Source: an optimization exercise on an open RTL-to-GDS flow (aim: small area). Production flows keep margins and buffers that such runs may drop. Function was checked by simulation only, so behaviour that the tests miss may differ from the original. Power is estimated from default activity; no workload was simulated.

==> inputs of build 12 <==
==> flow/design.v (excerpt) <==
module hw2core (
    input  wire        clk,
    input  wire        rst,      
    input  wire        start,
    input  wire [2:0]  op,
    input  wire [31:0] a,
    input  wire [31:0] b,
    output wire        busy,
    output wire        done,
    output wire [31:0] r0,
    output wire [31:0] r1
);
    localparam [3:0] S_NORM = 4'd0,    
                     S_MUL  = 4'd1,    
                     S_DIV  = 4'd2,    
                     S_DROP = 4'd3,    
                     S_INTP = 4'd4,    
                     S_SH   = 4'd5,    
                     S_LDY  = 4'd6,    
                     S_N1   = 4'd7,    
                     S_N2   = 4'd8,    
                     S_N3   = 4'd9;    
    reg        busy_q, done_q;
    reg [3:0]  st;
    reg        cz;        
    reg        f;         
    reg        it;        
    reg        bw;        
    reg [5:0]  C;
    reg        H32;
    reg [31:0] H, L, M;
    reg [15:0] Y;
    assign busy = busy_q;
    assign done = done_q;
    assign r0   = L;
    assign r1   = H;
    wire [16:0] s_rom;
    wire [13:0] d_rom;
  ...
==> module hw2core, before the edit <==
module hw2core (
    input  wire        clk,
    input  wire        rst,      
    input  wire        start,
    input  wire [2:0]  op,
    input  wire [31:0] a,
    input  wire [31:0] b,
    output wire        busy,
    output wire        done,
    output wire [31:0] r0,
    output wire [31:0] r1
);
    localparam [3:0] S_NORM = 4'd0,    
                     S_MUL  = 4'd1,    
                     S_DIV  = 4'd2,    
                     S_DROP = 4'd3,    
                     S_INTP = 4'd4,    
                     S_SH   = 4'd5,    
                     S_LDY  = 4'd6,    
                     S_N1   = 4'd7,    
                     S_N2   = 4'd8,    
                     S_N3   = 4'd9;    
    reg        busy_q, done_q;
    reg [3:0]  st;
    reg        cz;        
    reg        f;         
    reg        it;        
    reg        bw;        
    reg [5:0]  C;
    reg        H32;
    reg [31:0] H, L, M;
    reg [15:0] Y;
    assign busy = busy_q;
    assign done = done_q;
    assign r0   = L;
    assign r1   = H;
    wire [16:0] s_rom;
    wire [13:0] d_rom;
    hw2core_seed u_seed (.c(C[4:0]), .s(s_rom), .d(d_rom));
    wire st_mul  = (st == S_MUL);
    wire st_div  = (st == S_DIV);
    wire st_norm = (st == S_NORM);
    wire st_intp = (st == S_INTP);
    wire st_sh   = (st == S_SH);
    wire st_n1   = (st == S_N1);
    wire st_n2   = (st == S_N2);
    wire st_n3   = (st == S_N3);
    wire c0   = (C == 6'd0);
    wire c15  = (C == 6'd15);
    wire c31  = (C == 6'd31);
    wire c32  = (C == 6'd32);
    wire c33  = (C == 6'd33);
    wire c47  = (C == 6'd47);
    wire c48  = (C == 6'd48);
    wire rmode = st_mul | st_sh | st_n1 | st_n2 | st_n3 | (st_div & c33);
    wire sub   = ~rmode;
    wire c_t  = (C[5:1] == 5'b01000);             
    wire t_i  = c_t ^ L[0] ^ bw;
    wire bw_n = (~c_t & (L[0] | bw)) | (L[0] & bw);
    wire selM = st_mul | st_n2 | st_div;
    wire selY = st_n1 | st_n3 | st_intp;
    wire g    = ((st_mul | st_n1) & L[0])
              | (st_n2 & L[0] & ~C[5])
              | (st_n3 & t_i & ~C[5])
              | (st_intp & L[31])
              | (st_div & ~c33);
    wire [31:0] Bsrc = (selM ? M : 32'd0) | (selY ? {16'd0, Y} : 32'd0);
    wire [31:0] B    = g ? Bsrc : 32'd0;
    wire [33:0] s34  = {1'b0, H32, H} + {1'b0, sub, B ^ {32{sub}}} + {33'd0, sub};
    wire take = st_intp | (s34[33] & ~(st_div & (f | c0)));
    wire q    = st_div & take;
    wire sin  = st_intp | L[31];
    wire [31:0] H_step   = rmode ? s34[32:1]
                         : take  ? {s34[30:0], sin} : {H[30:0], sin};
    wire        H32_step = ~rmode & (take ? s34[31] : H[31]);
    wire [31:0] L_step   = rmode ? {s34[0], L[31:1]} : {L[30:1], L[0] | q, 1'b0};
    wire nend = L[31] | C[5];
    wire fin  = (st_mul & c31) | (st_div & c33) | (st_sh & c32 & (f | cz))
              | (st_n3 & c48 & it);
    wire accept = ~busy_q & start & (~op[2] | (op[1:0] == 2'd0));
    always @(posedge clk) begin
        if (rst) begin
            busy_q <= 1'b0;
            done_q <= 1'b0;
        end else if (accept) begin
            busy_q <= 1'b1;
            done_q <= 1'b0;
        end else if (busy_q & fin) begin
            busy_q <= 1'b0;
            done_q <= 1'b1;
        end
    end
    always @(posedge clk) begin
        if (~busy_q) begin
            if (accept) begin
                L   <= a;
                H   <= 32'd0;
                H32 <= 1'b0;
                M   <= op[2] ? a : b;
                C   <= 6'd0;
                it  <= 1'b0;
                cz  <= (op == 3'd0);
                f   <= op[1];
                case (op)
                    3'd1, 3'd2: st <= S_MUL;
                    3'd3:       st <= S_DIV;
                    default:    st <= S_NORM;
                endcase
            end
        end else begin
            case (st)
                S_MUL: begin
                    H   <= (c31 & f) ? 32'd0 : H_step;
                    H32 <= 1'b0;
                    L   <= L_step;
                    C   <= C + 6'd1;
                end
                S_DIV: begin
                    if (c0) f <= f & s34[33];
                    H   <= (c33 & f) ? 32'd0 : H_step;
                    H32 <= H32_step;
                    L   <= L_step;
                    C   <= C + 6'd1;
                end
                S_NORM: begin
                    if (nend) begin
                        if (C[5] & ~cz) begin
                            st <= S_DIV;
                            C  <= 6'd0;
                        end else begin
                            if (c31) f <= 1'b1;      
                            st <= S_DROP;
                        end
                    end else begin
                        H   <= H_step;
                        H32 <= H32_step;
                        L   <= L_step;
                        C   <= C + 6'd1;
                    end
                end
                S_DROP: begin
                    L   <= {L[30:0], 1'b0};
                    H   <= cz ? {25'd0, C, 1'b0} : {14'd0, s_rom, 1'b1};
                    H32 <= 1'b0;
                    Y   <= {2'd0, d_rom};
                    C   <= 6'd0;
                    st  <= (cz | f) ? S_SH : S_INTP;
                end
                S_INTP: begin
                    H   <= H_step;
                    H32 <= H32_step;
                    L   <= L_step;
                    C   <= c15 ? 6'd0 : C + 6'd1;
                    if (c15) st <= S_SH;
                end
                S_SH: begin
                    H   <= H_step;
                    H32 <= 1'b0;
                    L   <= L_step;
                    C   <= c48 ? 6'd0 : C + 6'd1;
                    if (c48) st <= S_LDY;
                end
                S_LDY: begin
                    Y  <= L[15:0];
                    st <= S_N1;
                end
                S_N1: begin
                    H <= H_step;
                    L <= L_step;
                    C <= c31 ? 6'd0 : C + 6'd1;
                    if (c31) st <= S_N2;
                end
                S_N2: begin
                    H  <= H_step;
                    L  <= L_step;
                    bw <= 1'b0;
                    C  <= c47 ? 6'd0 : C + 6'd1;
                    if (c47) st <= S_N3;
                end
                S_N3: begin
                    H  <= H_step;
                    L  <= L_step;
                    bw <= bw_n;
                    C  <= c48 ? 6'd0 : C + 6'd1;
                    if (c48) begin
                        it <= 1'b1;
                        st <= S_LDY;
                    end
                end
                default: ;
            endcase
        end
    end
endmodule
export LEC_CHECK = 0
export CAP_MARGIN = 20
export CORE_MARGIN = 2
export CORE_UTILIZATION = 50
export CTS_BUF_LIST = sky130_fd_sc_hd__clkbuf_8
export SLEW_MARGIN = 20
create_clock -name core_clock -period 10.0 [get_ports {clk}]
standard.sh (not shown) runs the stock make flow with config.mk's settings and CLKGATE_MAP_FILE= SYNTH_SCRIPT=/design/flow/synth_recipe.tcl, a recipe that flattens the netlist after the stock synthesis.
==> flow/flow/run.sh <==
#!/bin/bash
# Layout flow: the standard synthesis, then an area-oriented re-mapping of
# the combinational logic only (every flip-flop instance is kept as it is,
# same name, same cell), then the standard ORFS layout from that netlist with
# the port buffers made from the smallest buffer cell and a lighter clock tree.
# Each tool's full output goes to a log file in this folder.
set -euo pipefail
W=$(pwd)
R=$W/orfs/results/$FLOW_PLATFORM/hw2core/base
LG=$W/orfs/logs/$FLOW_PLATFORM/hw2core/base
LIB=$FLOW_HOME/platforms/$FLOW_PLATFORM/lib/sky130_fd_sc_hd__tt_025C_1v80.lib
export BUFFER_PORTS_ARGS="-buffer_cell sky130_fd_sc_hd__buf_1"
# clock tree: clkbuf_8 above the leaves, clkbuf_4 at the register clusters,
# no dummy balancing loads
export CTS_ARGS="-sink_clustering_enable -repair_clock_nets -buf_list sky130_fd_sc_hd__clkbuf_8 -root_buf sky130_fd_sc_hd__clkbuf_8 -sink_clustering_buffer sky130_fd_sc_hd__clkbuf_4 -dont_use_dummy_load"

bash standard.sh synth > flow_synth.log 2>&1

DU=$(grep -o -- "-dont_use [^ ]*" $LG/1_2_yosys.log | sort -u | tr '\n' ' ')
cp $R/1_2_yosys.v $W/standard_synth.v
cat > $W/resynth.ys <<EOYS
read_liberty -ignore_miss_func $LIB
read_verilog $W/standard_synth.v
hierarchy -top $FLOW_TOP
blackbox sky130_fd_sc_hd__*df* sky130_fd_sc_hd__*dl* sky130_fd_sc_hd__*sdf*
select -module $FLOW_TOP t:sky130_fd_sc_hd__*df* t:sky130_fd_sc_hd__*dl*
setattr -set keep 1
select -clear
flatten
rename -hide w:*.*
opt_clean -purge
abc -liberty $LIB $DU -script $W/flow/area.abc
opt_clean -purge
hilomap -singleton -hicell sky130_fd_sc_hd__conb_1 HI -locell sky130_fd_sc_hd__conb_1 LO
splitnets
opt_clean -purge
insbuf -buf sky130_fd_sc_hd__buf_4 A X
setattr -unset keep
stat -liberty $LIB
write_verilog -noattr -noexpr -nohex -nodec $W/resynth.v
EOYS
yosys -s $W/resynth.ys > resynth.log 2>&1
cp $W/resynth.v $R/1_2_yosys.v
touch $R/1_2_yosys.v

bash standard.sh finish > flow_layout.log 2>&1
==> flow/flow/area.abc <==
strash
dch
map -a
topo
strash
dch
map -a
==> build 45 (differences from build 12) <==
--- a/flow/design.v
+++ b/flow/design.v
@@ -105,7 +105,8 @@
     wire [31:0] Bsrc = (selM ? M : 32'd0) | (selY ? {16'd0, Y} : 32'd0);
     wire [31:0] B    = g ? Bsrc : 32'd0;
     wire [33:0] s34  = {1'b0, H32, H} + {1'b0, sub, B ^ {32{sub}}} + {33'd0, sub};
-    wire take = st_intp | (s34[33] & ~(st_div & (f | c0)));
+    wire Mz   = (M == 32'd0);
+    wire take = st_intp | (s34[33] & ~(st_div & ((f & Mz) | c0)));
     wire q    = st_div & take;
     wire sin  = st_intp | L[31];
     wire [31:0] H_step   = rmode ? s34[32:1]
@@ -154,8 +155,7 @@
                     C   <= C + 6'd1;
                 end
                 S_DIV: begin
-                    if (c0) f <= f & s34[33];
-                    H   <= (c33 & f) ? 32'd0 : H_step;
+                    H   <= (c33 & f & Mz) ? 32'd0 : H_step;
                     H32 <= H32_step;
                     L   <= L_step;
                     C   <= C + 6'd1;
--- a/flow/flow/run.sh
+++ b/flow/flow/run.sh
@@ -2,7 +2,7 @@
 # Layout flow: the standard synthesis, then an area-oriented re-mapping of
 # the combinational logic only (every flip-flop instance is kept as it is,
 # same name, same cell), then the standard ORFS layout from that netlist with
-# the port buffers made from the smallest buffer cell and a lighter clock tree.
+# the port buffers made from the smallest buffer cell.
 # Each tool's full output goes to a log file in this folder.
 set -euo pipefail
 W=$(pwd)
@@ -10,9 +10,6 @@
 LG=$W/orfs/logs/$FLOW_PLATFORM/hw2core/base
 LIB=$FLOW_HOME/platforms/$FLOW_PLATFORM/lib/sky130_fd_sc_hd__tt_025C_1v80.lib
 export BUFFER_PORTS_ARGS="-buffer_cell sky130_fd_sc_hd__buf_1"
-# clock tree: clkbuf_8 above the leaves, clkbuf_4 at the register clusters,
-# no dummy balancing loads
-export CTS_ARGS="-sink_clustering_enable -repair_clock_nets -buf_list sky130_fd_sc_hd__clkbuf_8 -root_buf sky130_fd_sc_hd__clkbuf_8 -sink_clustering_buffer sky130_fd_sc_hd__clkbuf_4 -dont_use_dummy_load"
 
 bash standard.sh synth > flow_synth.log 2>&1
 
==> trial 56 (differences from build 12) <==
--- a/flow/design.v
+++ b/flow/design.v
@@ -48,16 +48,15 @@
     output wire [31:0] r0,
     output wire [31:0] r1
 );
-    localparam [3:0] S_NORM = 4'd0,    
-                     S_MUL  = 4'd1,    
-                     S_DIV  = 4'd2,    
-                     S_DROP = 4'd3,    
-                     S_INTP = 4'd4,    
-                     S_SH   = 4'd5,    
-                     S_LDY  = 4'd6,    
-                     S_N1   = 4'd7,    
-                     S_N2   = 4'd8,    
-                     S_N3   = 4'd9;    
+    localparam [3:0] S_NORM = 4'b0000,   
+                     S_DROP = 4'b0001,   
+                     S_DIV  = 4'b0010,   
+                     S_INTP = 4'b0100,   
+                     S_SH   = 4'b1000,   
+                     S_MUL  = 4'b1010,   
+                     S_N2   = 4'b1011,   
+                     S_N1   = 4'b1100,   
+                     S_N3   = 4'b1101;   
     reg        busy_q, done_q;
     reg [3:0]  st;
     reg        cz;        
@@ -75,14 +74,11 @@
     wire [16:0] s_rom;
     wire [13:0] d_rom;
     hw2core_seed u_seed (.c(C[4:0]), .s(s_rom), .d(d_rom));
-    wire st_mul  = (st == S_MUL);
-    wire st_div  = (st == S_DIV);
-    wire st_norm = (st == S_NORM);
-    wire st_intp = (st == S_INTP);
-    wire st_sh   = (st == S_SH);
-    wire st_n1   = (st == S_N1);
-    wire st_n2   = (st == S_N2);
-    wire st_n3   = (st == S_N3);
+    wire st_div  = ~st[3] & st[1];
+    wire st_intp = ~st[3] & st[2];
+    wire st_sh   = st[3] & ~st[2] & ~st[1];
+    wire st_mul  = st[3] & st[1] & ~st[0];
+    wire st_n3   = st[3] & st[2] & st[0];
     wire c0   = (C == 6'd0);
     wire c15  = (C == 6'd15);
     wire c31  = (C == 6'd31);
@@ -90,18 +86,15 @@
     wire c33  = (C == 6'd33);
     wire c47  = (C == 6'd47);
     wire c48  = (C == 6'd48);
-    wire rmode = st_mul | st_sh | st_n1 | st_n2 | st_n3 | (st_div & c33);
+    wire rmode = st[3] | (st_div & c33);
     wire sub   = ~rmode;
     wire c_t  = (C[5:1] == 5'b01000);             
     wire t_i  = c_t ^ L[0] ^ bw;
     wire bw_n = (~c_t & (L[0] | bw)) | (L[0] & bw);
-    wire selM = st_mul | st_n2 | st_div;
-    wire selY = st_n1 | st_n3 | st_intp;
-    wire g    = ((st_mul | st_n1) & L[0])
-              | (st_n2 & L[0] & ~C[5])
-              | (st_n3 & t_i & ~C[5])
-              | (st_intp & L[31])
-              | (st_div & ~c33);
+    wire selM = st[1];
+    wire selY = st[2];
+    wire g    = st[3] ? ((st[2] | st[1]) & ~C[5] & (st_n3 ? t_i : L[0]))
+                      : ((st_intp & L[31]) | (st_div & ~c33));
     wire [31:0] Bsrc = (selM ? M : 32'd0) | (selY ? {16'd0, Y} : 32'd0);
     wire [31:0] B    = g ? Bsrc : 32'd0;
     wire [33:0] s34  = {1'b0, H32, H} + {1'b0, sub, B ^ {32{sub}}} + {33'd0, sub};
@@ -196,11 +189,10 @@
                     H32 <= 1'b0;
                     L   <= L_step;
                     C   <= c48 ? 6'd0 : C + 6'd1;
-                    if (c48) st <= S_LDY;
-                end
-                S_LDY: begin
-                    Y  <= L[15:0];
-                    st <= S_N1;
+                    if (c48) begin
+                        Y  <= L_step[15:0];
+                        st <= S_N1;
+                    end
                 end
                 S_N1: begin
                     H <= H_step;
@@ -222,7 +214,8 @@
                     C  <= c48 ? 6'd0 : C + 6'd1;
                     if (c48) begin
                         it <= 1'b1;
-                        st <= S_LDY;
+                        Y  <= L_step[15:0];
+                        st <= S_N1;
                     end
                 end
                 default: ;
==> flow/flow/run.sh (replaced) <==
#!/bin/bash
# Layout flow: the standard synthesis, then an area-oriented re-mapping of
# the combinational logic only (every flip-flop instance is kept as it is,
# same name, same cell; several ABC area scripts are tried and the smallest
# netlist is kept), then the standard ORFS layout from that netlist, with the
# port buffers made from the smallest buffer cell.
# Each tool's full output goes to a log file in this folder.
set -euo pipefail
W=$(pwd)
R=$W/orfs/results/$FLOW_PLATFORM/hw2core/base
LG=$W/orfs/logs/$FLOW_PLATFORM/hw2core/base
LIB=$FLOW_HOME/platforms/$FLOW_PLATFORM/lib/sky130_fd_sc_hd__tt_025C_1v80.lib
export BUFFER_PORTS_ARGS="-buffer_cell sky130_fd_sc_hd__buf_1"
# clock tree: clkbuf_8 above the leaves, clkbuf_4 at the register clusters,
# no dummy balancing loads
export CTS_ARGS="-sink_clustering_enable -repair_clock_nets -buf_list sky130_fd_sc_hd__clkbuf_8 -root_buf sky130_fd_sc_hd__clkbuf_8 -sink_clustering_size 32 -sink_clustering_max_diameter 200 -dont_use_dummy_load"
bash standard.sh synth > flow_synth.log 2>&1

DU=$(grep -o -- "-dont_use [^ ]*" $LG/1_2_yosys.log | sort -u | tr '\n' ' ')
cp $R/1_2_yosys.v $W/standard_synth.v
for S in $W/flow/remap_*.abc; do
  N=$(basename $S .abc)
  cat > $W/$N.ys <<EOYS
read_liberty -ignore_miss_func $LIB
read_verilog $W/standard_synth.v
hierarchy -top $FLOW_TOP
blackbox sky130_fd_sc_hd__*df* sky130_fd_sc_hd__*dl* sky130_fd_sc_hd__*sdf*
select -module $FLOW_TOP t:sky130_fd_sc_hd__*df* t:sky130_fd_sc_hd__*dl*
setattr -set keep 1
select -clear
flatten
rename -hide w:*.*
opt_clean -purge
abc -liberty $LIB $DU -script $S
opt_clean -purge
hilomap -singleton -hicell sky130_fd_sc_hd__conb_1 HI -locell sky130_fd_sc_hd__conb_1 LO
splitnets
opt_clean -purge
insbuf -buf sky130_fd_sc_hd__buf_4 A X
setattr -unset keep
tee -o $W/$N.area stat -liberty $LIB
write_verilog -noattr -noexpr -nohex -nodec $W/$N.v
EOYS
  yosys -s $W/$N.ys > $W/$N.log 2>&1 &
done
wait
BEST=""; BA=""
for S in $W/flow/remap_*.abc; do
  N=$(basename $S .abc)
  A=$(grep "Chip area" $W/$N.area | awk '{print $NF}')
  echo "$N $A" >> $W/remap_areas.txt
  if [[ -z "$BA" ]] || awk -v a="$A" -v b="$BA" 'BEGIN{exit !(a<b)}'; then BEST=$N; BA=$A; fi
done
echo "kept $BEST $BA" >> $W/remap_areas.txt
cp $W/$BEST.v $R/1_2_yosys.v
touch $R/1_2_yosys.v

bash standard.sh finish > flow_layout.log 2>&1
==> flow/flow/remap_s1.abc (new file) <==
strash
dch
map -a
topo
strash
dch
map -a
==> flow/flow/remap_s11.abc (new file) <==
strash
ifraig
resub -K 8 -N 2
refactor -z
dc2
dch -f
map -a
topo
strash
dc2
dch -f
map -a
topo
strash
dch -f
map -a
==> flow/flow/remap_s13.abc (new file) <==
strash
resub -K 8 -N 2
refactor -z
dc2
dch -f
map -a
topo
strash
resub -K 8 -N 2
refactor -z
dc2
dch -f
map -a
topo
strash
resub -K 8 -N 2
dc2
dch -f
map -a
==> flow/flow/remap_s7.abc (new file) <==
strash
dc2
dch -f
map -a
topo
strash
dc2
dch -f
map -a
topo
strash
dc2
dch -f
map -a
topo
strash
dc2
dch -f
map -a
==> flow/flow/remap_s8.abc (new file) <==
strash
resub -K 8 -N 2
refactor -z
dc2
dch -f
map -a
topo
strash
dc2
dch -f
map -a
==> flow/flow/remap_s9.abc (new file) <==
strash
resub -K 8 -N 2
refactor -z
rewrite -z
dc2
dch -f
map -a
topo
strash
resub -K 8
dc2
dch -f
map -a
topo
strash
dch -f
map -a
removed: flow/flow/area.abc
==> run summary <==
- Between build 45 and trial 56, the lower first-iteration DRC count is in trial 56 (gap 13%, measured against trial 56).
- Against build 12, the routed wire length of build 45 is higher by 6.4%.
- Of build 45 and build 12, build 45 has the higher clock power (gap about 43%, measured against build 12).
- Cell count, highest first: build 45, build 12, trial 56.
- Design area, highest first: build 45, build 12, trial 56.
==> figures <==
metric	trial 56	build 12	build 45
Clock slew seen by the registers of the worst setup and hold paths	0.08 ns	0.07 ns	0.10 ns
Crit path required time	10.29 ns	10.24 ns	10.29 ns
Final WL	27,500 um	29,600 um	31,500 um
Seq. pwr	0.888 mW	0.762 mW	0.745 mW
Outcome	timing/DRC/antenna clean	timing/DRC/antenna clean	timing/DRC/antenna clean
Met1 track utilization from global routing	0.467	0.488	0.503
Crit Path Max Fanout	20	32	34
Fraction of layout instances using a drive strength above 1	0.0515	0.0358	0.0486
Clock network area share	0.0239	0.0235	0.0390
Die span in x	135 um	137 um	139 um
Global placement routability congestion	0.996	1.03	0.963

-- port drivers added, routing unchanged --
In the flow no input, the clock included, has a driving cell. The finished layouts below were timed again as built, in two steps. Step 1 (the two cells are an assumption about what drives the block):
set clk [get_ports {clk}]
set_driving_cell -lib_cell sky130_fd_sc_hd__clkbuf_16 $clk
set_driving_cell -lib_cell sky130_fd_sc_hd__buf_2 [delete_from_list [all_inputs] $clk]
Step 2 times the ports against the registers' clock, not the clock port: input delays grow and output delays shrink by t, the midpoint of the rising clock arrivals with the driver on. Three values: no drivers, after step 1, after step 2; two values: the first two.
run | t, ns | slack for setup (ns) | worst setup path after step 2
build 12 | 0.472 | 1.321 / 1.321 / 1.321 | register to register
build 45 | 0.484 | 1.957 / 1.957 / 1.957 | register to register
trial 56 | 0.480 | 1.268 / 1.268 / 1.268 | register to register
After both steps every run listed still meets setup and hold.
